Context: an optimization exercise on an open-source flow, tuned for small area, a short achievable clock period and few clock cycles. The choices shown serve that exercise and are no tape-out recipe.

==> trial 68 <==
==> flow/design.v <==
module dsb1_axis (
    input  wire               clk,
    input  wire               init,        
    input  wire               enc_add,     
    input  wire        [15:0] cnt_w,       
    input  wire               tick,        
    input  wire               pos_clear,   
    output reg         [15:0] cnt,
    output reg         [31:0] pos,
    output wire        [31:0] pos_now,
    output reg         [15:0] last_delta,
    output reg                ld_neg_n,    
    output reg                ld_sx,       
    output reg                ld_sy        
);
    reg pend_v;    
    reg pend_c;    
    wire [15:0] d     = cnt;
    wire        d_rnd = d[15] & (d[1] | d[0]);
    wire [7:0]  a1    = pos[7:0];
    wire [7:0]  b1    = d[9:2];
    wire [8:0]  c1;
    wire [7:0]  lo_n;
    assign c1[0] = d_rnd;
    wire [15:0] ld    = last_delta;
    wire [7:0]  a2    = pos[15:8];
    wire        ld_s  = ~ld_neg_n;
    wire [7:0]  b2    = {ld_s, ld_s, ld[15:10]};
    wire [8:0]  c2;
    wire [7:0]  mid_n;
    assign c2[0] = pend_c;
    genvar gi;
    generate
        for (gi = 0; gi < 8; gi = gi + 1) begin : g_rc
            assign lo_n[gi]    = a1[gi] ^ b1[gi] ^ c1[gi];
            assign c1[gi + 1]  = (a1[gi] & b1[gi]) | (c1[gi] & (a1[gi] ^ b1[gi]));
            assign mid_n[gi]   = a2[gi] ^ b2[gi] ^ c2[gi];
            assign c2[gi + 1]  = (a2[gi] & b2[gi]) | (c2[gi] & (a2[gi] ^ b2[gi]));
        end
    endgenerate
    wire        inc = pend_v & c2[8] & ld_neg_n;
    wire        dec = pend_v & ~c2[8] & ~ld_neg_n;
    wire [15:0] hi  = pos[31:16];
    wire [16:0] run;              
    wire [15:0] hi_n;
    assign run[0] = inc | dec;
    generate
        for (gi = 0; gi < 16; gi = gi + 1) begin : g_hi
            assign run[gi + 1] = run[gi] & (hi[gi] ^ dec);
            assign hi_n[gi]    = hi[gi] ^ run[gi];
        end
    endgenerate
    wire [7:0] mid_now = pend_v ? mid_n : pos[15:8];
    assign pos_now = {hi_n, mid_now, pos[7:0]};
    always @(posedge clk) begin
        if (init) begin
            cnt        <= 16'd0;
            pos        <= 32'd0;
            pend_v     <= 1'b0;
            last_delta <= 16'd0;
            ld_neg_n   <= 1'b1;
        end else if (pos_clear) begin
            pos    <= 32'd0;
            pend_v <= 1'b0;
        end else begin
            pos[31:8] <= {hi_n, mid_now};
            pend_v    <= tick;
            if (tick) begin
                cnt        <= 16'd0;
                last_delta <= d;
                ld_neg_n   <= ~d[15];
                pos[7:0]   <= lo_n;
            end else if (enc_add) begin
                cnt <= cnt_w;
            end
        end
    end
    always @(posedge clk) begin
        if (tick)
            pend_c <= c1[8];
    end
    always @(posedge clk) begin
        ld_sx <= last_delta[15];
        ld_sy <= ~ld_neg_n;
    end
endmodule
module dsb1_pid (
    input  wire         clk,
    input  wire         rst,         
    input  wire         ev_valid,
    input  wire [31:0]  ev_word,
    output wire         ev_ready,
    output reg          act_valid,
    output wire [10:0]  act_a,
    output wire [10:0]  act_b,
    output wire [10:0]  act_c,
    output wire [10:0]  act_d,
    output reg          tx_valid,
    output wire [335:0] tx_frame,    
    output reg          pos_valid,
    output reg  [1:0]   pos_axis,
    output reg  [31:0]  pos_value
);
    localparam [3:0] EV_INIT   = 4'h1;
    localparam [3:0] EV_TICK   = 4'h2;
    localparam [3:0] EV_TEL    = 4'h3;
    localparam [3:0] EV_RX     = 4'h4;
    localparam [3:0] EV_COMMIT = 4'h5;
    localparam [3:0] EV_TXDONE = 4'h6;
    localparam [3:0] EV_TXERR  = 4'h7;
    localparam [3:0] EV_POS    = 4'h8;
    localparam [3:0] EV_ENC    = 4'h9;
    localparam [4:0] S_HDR  = 5'd0;
    localparam [4:0] S_TAIL = 5'd10;
    localparam [4:0] S_C0   = 5'd16;
    localparam [4:0] S_C8   = 5'd24;
    localparam [7:0] HEADER = 8'h23;
    localparam [7:0] TAIL   = 8'h21;
    reg       sr_v, sa_v, sb_v, sc_v;
    reg [1:0] sr_k, sc_k;
    reg        rst_q;
    reg        ev_v;
    reg [3:0]  ev_q;
    reg [1:0]  ax_q;
    reg [15:0] data_q;
    reg        hold;      
    reg        rdy;       
    assign ev_ready = rdy;
    wire       go      = ev_v && !hold;
    wire       do_tick = go && ev_q == EV_TICK;
    wire       sr_v_n  = do_tick | (sr_v && sr_k != 2'd3);
    wire [1:0] sr_k_n  = do_tick ? 2'd0 : sr_k + 2'd1;
    wire       ev_v_n  = hold ? ev_v : ev_valid;
    wire [3:0] ev_q_n  = hold ? ev_q : ev_word[31:28];
    wire       hold_n  = ev_v_n &&
                         ((ev_q_n == EV_TICK && sr_v_n && sr_k_n != 2'd3) ||
                          (ev_q_n == EV_INIT && (sr_v_n || sr_v)));
    always @(posedge clk) begin
        rst_q <= rst;
        if (rst) begin
            ev_v <= 1'b0;
            hold <= 1'b0;
            rdy  <= 1'b1;
        end else begin
            ev_v <= ev_v_n;
            hold <= hold_n;
            rdy  <= !hold_n;
        end
        if (!hold) begin
            ev_q   <= ev_word[31:28];
            ax_q   <= ev_word[27:26];
            data_q <= ev_word[15:0];
        end
    end
    wire [7:0] b = data_q[7:0];
    wire init      = rst_q | (go && ev_q == EV_INIT);
    wire do_tel    = go && ev_q == EV_TEL;
    wire do_rx     = go && ev_q == EV_RX;
    wire do_commit = go && ev_q == EV_COMMIT;
    wire do_txclr  = go && (ev_q == EV_TXDONE || ev_q == EV_TXERR);
    wire do_pos    = go && ev_q == EV_POS;
    wire do_enc    = go && ev_q == EV_ENC;
    reg [7:0] target [0:3];
    reg [7:0] bias   [0:3];
    reg [3:0] tgt_neg_n;    
    reg [3:0] tgt_sx;       
    reg [3:0] tgt_sy;       
    reg       ramp_en;
    reg       en_s;       
    reg  w21, w2140;
    wire trigger = do_rx && w2140 && b == 8'h21;
    wire [15:0] cnt        [0:3];
    wire [31:0] pos        [0:3];
    wire [31:0] pos_now    [0:3];
    wire [15:0] last_delta [0:3];
    wire [3:0]  ld_neg_n;
    wire [3:0]  ld_sx, ld_sy;
    reg  [7:0]  t_s        [0:3];    
    reg  [7:0]  b_s        [0:3];    
    wire [15:0] cnt_w = cnt[ax_q] + data_q;
    genvar gi;
    generate
        for (gi = 0; gi < 4; gi = gi + 1) begin : g_axis
            dsb1_axis u_axis (
                .clk        (clk),
                .init       (init),
                .enc_add    (do_enc && ax_q == gi),
                .cnt_w      (cnt_w),
                .tick       (do_tick),
                .pos_clear  (trigger),
                .cnt        (cnt[gi]),
                .pos        (pos[gi]),
                .pos_now    (pos_now[gi]),
                .last_delta (last_delta[gi]),
                .ld_neg_n   (ld_neg_n[gi]),
                .ld_sx      (ld_sx[gi]),
                .ld_sy      (ld_sy[gi])
            );
        end
    endgenerate
    reg signed [8:0]  ramp     [0:3];    
    reg signed [9:0]  integ    [0:3];
    reg signed [16:0] prev_err [0:3];
    reg signed [10:0] out      [0:3];
    assign act_a = out[0];
    assign act_b = out[1];
    assign act_c = out[2];
    assign act_d = out[3];
    wire signed [7:0]  t_r     = t_s[0];
    wire signed [7:0]  b_r     = b_s[0];
    wire signed [8:0]  r_r     = ramp[0];
    wire signed [8:0]  goal    = {t_r, 1'b0};
    wire signed [9:0]  rdiff   = goal - r_r;
    wire               near    = (rdiff > -10'sd55) && (rdiff < 10'sd55);
    wire signed [9:0]  r_up    = r_r + 10'sd55;
    wire signed [9:0]  r_dn    = r_r - 10'sd55;
    wire signed [9:0]  r_mv    = rdiff[9] ? r_dn : r_up;
    wire               to_goal = !en_s || near;
    wire signed [8:0]  ramp_n  = to_goal ? goal : r_mv[8:0];
    wire signed [7:0]  r_half  = (r_mv[8:0] + {8'd0, r_mv[8]}) >>> 1;
    wire signed [7:0]  sp_base = to_goal ? t_r : r_half;
    wire signed [8:0]  sp      = sp_base + b_r;
    reg signed [8:0]  sp_r;
    reg signed [15:0] d_r;
    wire signed [16:0] e       = sp_r - d_r;
    wire               e_hi    = !e[16] && e[15:0] > 16'd1000;
    wire               e_lo    = e[16] && e[15:0] < 16'hFC18;    
    wire signed [11:0] e12     = e[11:0];
    wire signed [11:0] isum    = integ[0] + e12;
    wire signed [9:0]  integ_n = (e_hi || (!e_lo && isum > 12'sd500))  ? 10'sd500 :
                                 (e_lo || isum < -12'sd500)            ? -10'sd500 :
                                 isum[9:0];
    wire signed [17:0] base    = (e <<< 1) - (prev_err[0] >>> 1);
    reg signed [17:0] base_q;
    reg               p0_q;
    wire signed [9:0]  i_b  = integ[3];
    wire signed [27:0] bq10 = {base_q, 10'd0};
    wire signed [27:0] y    = bq10 + 28'sd205 * i_b + 28'sd100;
    wire        [9:0]  frac = y[9:0];
    reg signed [17:0] fl0_q;      
    reg               dec_q;      
    reg               rem_q;      
    wire signed [17:0] fl    = fl0_q - {17'd0, dec_q};
    wire signed [17:0] t     = fl + {17'd0, fl[17] & rem_q};
    wire signed [10:0] out_n = t > 18'sd1000 ? 11'sd1000 :
                               (t < -18'sd1000 ? -11'sd1000 : t[10:0]);
    integer j;
    always @(posedge clk) begin
        if (rst_q) begin
            sr_v <= 1'b0;
            sa_v <= 1'b0;
            sb_v <= 1'b0;
            sc_v <= 1'b0;
        end else begin
            sr_v <= sr_v_n;
            sa_v <= sr_v;
            sb_v <= sa_v;
            sc_v <= sb_v;
        end
        act_valid <= !rst && !rst_q && sc_v && sc_k == 2'd3;
        sr_k <= sr_k_n;
        if (sc_v)
            sc_k <= sc_k + 2'd1;
        else
            sc_k <= 2'd0;
        if (do_tick) begin
            en_s <= ramp_en;
            for (j = 0; j < 4; j = j + 1) begin
                t_s[j] <= target[j];
                b_s[j] <= bias[j];
            end
        end else if (sr_v) begin
            for (j = 0; j < 3; j = j + 1) begin
                t_s[j] <= t_s[j + 1];
                b_s[j] <= b_s[j + 1];
            end
        end
        sp_r   <= sp;
        d_r    <= last_delta[sr_k];
        base_q <= base;
        p0_q   <= prev_err[0][0];
        fl0_q  <= y[27:10];
        dec_q  <= p0_q & (frac <= 10'd610);
        rem_q  <= p0_q | (frac > 10'd200);
        if (init) begin
            for (j = 0; j < 4; j = j + 1) begin
                ramp[j]     <= 9'sd0;
                integ[j]    <= 10'sd0;
                prev_err[j] <= 17'sd0;
            end
        end else begin
            if (sr_v) begin
                for (j = 0; j < 3; j = j + 1)
                    ramp[j] <= ramp[j + 1];
                ramp[3] <= ramp_n;
            end
            if (sa_v) begin
                for (j = 0; j < 3; j = j + 1) begin
                    integ[j]    <= integ[j + 1];
                    prev_err[j] <= prev_err[j + 1];
                end
                integ[3]    <= integ_n;
                prev_err[3] <= e;
            end
        end
        if (sc_v)
            out[sc_k] <= out_n;
    end
    reg  [4:0] dst;
    reg  [7:0] pl [0:8];
    wire [3:0] cidx = dst[3:0];    
    wire       rx_store = do_rx && dst >= 5'd1 && dst <= 5'd9;
    always @(posedge clk) begin
        if (rx_store || do_commit) begin
            for (j = 0; j < 8; j = j + 1)
                pl[j] <= pl[j + 1];
            pl[8] <= b;
        end
    end
    always @(posedge clk) begin
        if (init) begin
            dst     <= S_HDR;
            w21     <= 1'b0;
            w2140   <= 1'b0;
            ramp_en <= 1'b0;
            tgt_neg_n <= 4'hF;
            for (j = 0; j < 4; j = j + 1) begin
                target[j] <= 8'd0;
                bias[j]   <= 8'd0;
            end
        end else begin
            if (do_rx) begin
                w21   <= !trigger && b == 8'h21;
                w2140 <= !trigger && w21 && b == 8'h40;
                if (dst == S_HDR) begin
                    if (b == HEADER)
                        dst <= 5'd1;
                end else if (dst == S_TAIL) begin
                    dst <= (b == TAIL) ? S_C0 : S_HDR;
                end else begin
                    dst <= dst + 5'd1;
                end
            end
            if (do_commit) begin
                if (cidx <= 4'd3) begin
                    target[cidx[1:0]]    <= pl[0];
                    tgt_neg_n[cidx[1:0]] <= ~pl[0][7];
                end
                else if (cidx == 4'd4)
                    ramp_en <= pl[0][0];
                else
                    bias[cidx[1:0] - 2'd1] <= pl[0];
                dst <= (dst == S_C8) ? S_HDR : dst + 5'd1;
            end
        end
    end
    reg busy;
    always @(posedge clk) begin
        if (init)
            busy <= 1'b0;
        else if (do_tel && !busy && data_q[0])
            busy <= 1'b1;
        else if (do_txclr)
            busy <= 1'b0;
    end
    assign tx_frame[7:0]     = HEADER;
    assign tx_frame[335:328] = TAIL;
    generate
        for (gi = 0; gi < 4; gi = gi + 1) begin : g_frame
            assign tx_frame[8 + 16*gi +: 16]   = {{3{tgt_sy[gi]}}, {3{tgt_sx[gi]}}, {2{target[gi][7]}}, target[gi]};
            assign tx_frame[72 + 32*gi +: 32]  = pos[gi];
            assign tx_frame[200 + 32*gi +: 32] = {{6{ld_sy[gi]}}, {5{ld_sx[gi]}}, {5{last_delta[gi][15]}}, last_delta[gi]};
        end
    endgenerate
    always @(posedge clk) begin
        for (j = 0; j < 4; j = j + 1) begin
            tgt_sx[j] <= target[j][7];
            tgt_sy[j] <= ~tgt_neg_n[j];
        end
        if (rst) begin
            tx_valid  <= 1'b0;
            pos_valid <= 1'b0;
        end else begin
            tx_valid  <= do_tel && !busy && data_q[0];
            pos_valid <= do_pos;
        end
        if (do_pos)
            pos_axis <= ax_q;
        pos_value <= pos_now[ax_q];
    end
endmodule
==> flow/flow/run.sh <==
#!/bin/bash
set -euo pipefail
bash standard.sh BUFFER_PORTS_ARGS="-buffer_cell sky130_fd_sc_hd__buf_1" finish > standard.log 2>&1
==> flow/standard.sh <==
#!/bin/bash
# synth_recipe.tcl (not shown) runs the flow's synth.tcl, then flattens the netlist and writes it again
# the make line also repeats each setting of config.mk as NAME=value (left out here)
make -C /OpenROAD-flow-scripts/flow DESIGN_CONFIG=/design/flow/config.mk WORK_HOME=/design/flow/orfs CLKGATE_MAP_FILE= SYNTH_SCRIPT=/design/flow/synth_recipe.tcl "${@:-finish}"
==> flow/config.mk <==
export PLATFORM = sky130hd
export DESIGN_NAME = dsb1_pid
export DESIGN_NICKNAME = dsb1_pid
export VERILOG_FILES = /design/flow/design.v
export SDC_FILE = /design/flow/constraint.sdc
export NUM_CORES = 4
export LEC_CHECK = 0
export CAP_MARGIN = 20
export CORE_MARGIN = 2
export CORE_UTILIZATION = 40
export SLEW_MARGIN = 20
==> flow/constraint.sdc <==
create_clock -name core_clock -period 36.0 [get_ports {clk}]
set_input_delay 7.2000 -clock core_clock [delete_from_list [all_inputs] [get_ports {clk}]]
set_output_delay 7.2000 -clock core_clock [all_outputs]
set_load 0.01 [all_outputs]
==> trial 62 (differences from trial 68) <==
--- a/flow/design.v
+++ b/flow/design.v
@@ -7,2 +7,4 @@
     input  wire               pos_clear,   
+    input  wire        [7:0]  target,
+    input  wire        [7:0]  bias,
     output reg         [15:0] cnt,
@@ -12,4 +14,4 @@
     output reg                ld_neg_n,    
-    output reg                ld_sx,       
-    output reg                ld_sy        
+    output reg         [7:0]  t_s,
+    output reg         [7:0]  b_s
 );
@@ -26,4 +28,3 @@
     wire [7:0]  a2    = pos[15:8];
-    wire        ld_s  = ~ld_neg_n;
-    wire [7:0]  b2    = {ld_s, ld_s, ld[15:10]};
+    wire [7:0]  b2    = {ld[15], ld[15], ld[15:10]};
     wire [8:0]  c2;
@@ -40,4 +41,4 @@
     endgenerate
-    wire        inc = pend_v & c2[8] & ld_neg_n;
-    wire        dec = pend_v & ~c2[8] & ~ld_neg_n;
+    wire        inc = pend_v & c2[8] & ~ld[15];
+    wire        dec = pend_v & ~c2[8] & ld[15];
     wire [15:0] hi  = pos[31:16];
@@ -78,8 +79,7 @@
     always @(posedge clk) begin
-        if (tick)
+        if (tick) begin
+            t_s    <= target;
+            b_s    <= bias;
             pend_c <= c1[8];
-    end
-    always @(posedge clk) begin
-        ld_sx <= last_delta[15];
-        ld_sy <= ~ld_neg_n;
+        end
     end
@@ -165,4 +165,2 @@
     reg [3:0] tgt_neg_n;    
-    reg [3:0] tgt_sx;       
-    reg [3:0] tgt_sy;       
     reg       ramp_en;
@@ -176,5 +174,4 @@
     wire [3:0]  ld_neg_n;
-    wire [3:0]  ld_sx, ld_sy;
-    reg  [7:0]  t_s        [0:3];    
-    reg  [7:0]  b_s        [0:3];    
+    wire [7:0]  t_s        [0:3];
+    wire [7:0]  b_s        [0:3];
     wire [15:0] cnt_w = cnt[ax_q] + data_q;
@@ -190,2 +187,4 @@
                 .pos_clear  (trigger),
+                .target     (target[gi]),
+                .bias       (bias[gi]),
                 .cnt        (cnt[gi]),
@@ -195,4 +194,4 @@
                 .ld_neg_n   (ld_neg_n[gi]),
-                .ld_sx      (ld_sx[gi]),
-                .ld_sy      (ld_sy[gi])
+                .t_s        (t_s[gi]),
+                .b_s        (b_s[gi])
             );
@@ -208,4 +207,4 @@
     assign act_d = out[3];
-    wire signed [7:0]  t_r     = t_s[0];
-    wire signed [7:0]  b_r     = b_s[0];
+    wire signed [7:0]  t_r     = t_s[sr_k];
+    wire signed [7:0]  b_r     = b_s[sr_k];
     wire signed [8:0]  r_r     = ramp[0];
@@ -265,14 +264,4 @@
             sc_k <= 2'd0;
-        if (do_tick) begin
+        if (do_tick)
             en_s <= ramp_en;
-            for (j = 0; j < 4; j = j + 1) begin
-                t_s[j] <= target[j];
-                b_s[j] <= bias[j];
-            end
-        end else if (sr_v) begin
-            for (j = 0; j < 3; j = j + 1) begin
-                t_s[j] <= t_s[j + 1];
-                b_s[j] <= b_s[j + 1];
-            end
-        end
         sp_r   <= sp;
@@ -369,5 +358,5 @@
         for (gi = 0; gi < 4; gi = gi + 1) begin : g_frame
-            assign tx_frame[8 + 16*gi +: 16]   = {{3{tgt_sy[gi]}}, {3{tgt_sx[gi]}}, {2{target[gi][7]}}, target[gi]};
+            assign tx_frame[8 + 16*gi +: 16]   = {{4{~tgt_neg_n[gi]}}, {4{target[gi][7]}}, target[gi]};
             assign tx_frame[72 + 32*gi +: 32]  = pos[gi];
-            assign tx_frame[200 + 32*gi +: 32] = {{6{ld_sy[gi]}}, {5{ld_sx[gi]}}, {5{last_delta[gi][15]}}, last_delta[gi]};
+            assign tx_frame[200 + 32*gi +: 32] = {{8{~ld_neg_n[gi]}}, {8{last_delta[gi][15]}}, last_delta[gi]};
         end
@@ -375,6 +364,2 @@
     always @(posedge clk) begin
-        for (j = 0; j < 4; j = j + 1) begin
-            tgt_sx[j] <= target[j][7];
-            tgt_sy[j] <= ~tgt_neg_n[j];
-        end
         if (rst) begin
==> flow/flow/run.sh (replaced) <==
#!/bin/bash
set -euo pipefail
bash standard.sh BUFFER_PORTS_ARGS="-buffer_cell sky130_fd_sc_hd__buf_1" SETUP_SLACK_MARGIN=27.6 finish > standard.log 2>&1
==> impl_metrics.tcl <==
set metrics [dict create \
    cts_buffers 89 \
    holdWs_ns 0.381 \
    dr_wl_met3_um 6820 \
    status "complete, no violations" \
    synth_top_area_share_pct 26.6 \
]
Source of the figures above: trial 62

==> impl_metrics.tcl <==
set metrics [dict create \
    mostFrequentLayoutCells "dfxtp_1 (546), nand2_1 (499), buf_1 (426)" \
    synth_top_area_share_pct 27.3 \
    holdWs_ns 0.363 \
    cts_buffers 92 \
    status "complete, no violations" \
    dr_wl_met3_um 6270 \
]
Source of the figures above: trial 68

No functional check of the RTL was part of any run of this note.

## what the ideal ports hide
In the flow no input, the clock included, has a driving cell. The finished layouts below were timed again as built, in two steps. Step 1: set_driving_cell puts a clkbuf_16 on clk and a buf_2 on each other input, an assumption about the parent block. Step 2, shift: input delay + t, output delay - t, t = (earliest + latest rising clock arrival at the registers) / 2. This alone moves slack from input paths to output paths. a / b / c = no drivers / after step 1 / after step 2; a / b = the first two.
| run | t (ns) | slack for setup (ns) | clock arrival spread, ns |
|---|---|---|---|
| trial 68 | 0.722 | 26.913 / 26.841 / 27.375 | 0.031 / 0.031 |
| trial 62 | 0.718 | 27.459 / 27.388 / 27.816 | 0.055 / 0.054 |
After both steps setup and hold are still met in every run listed.
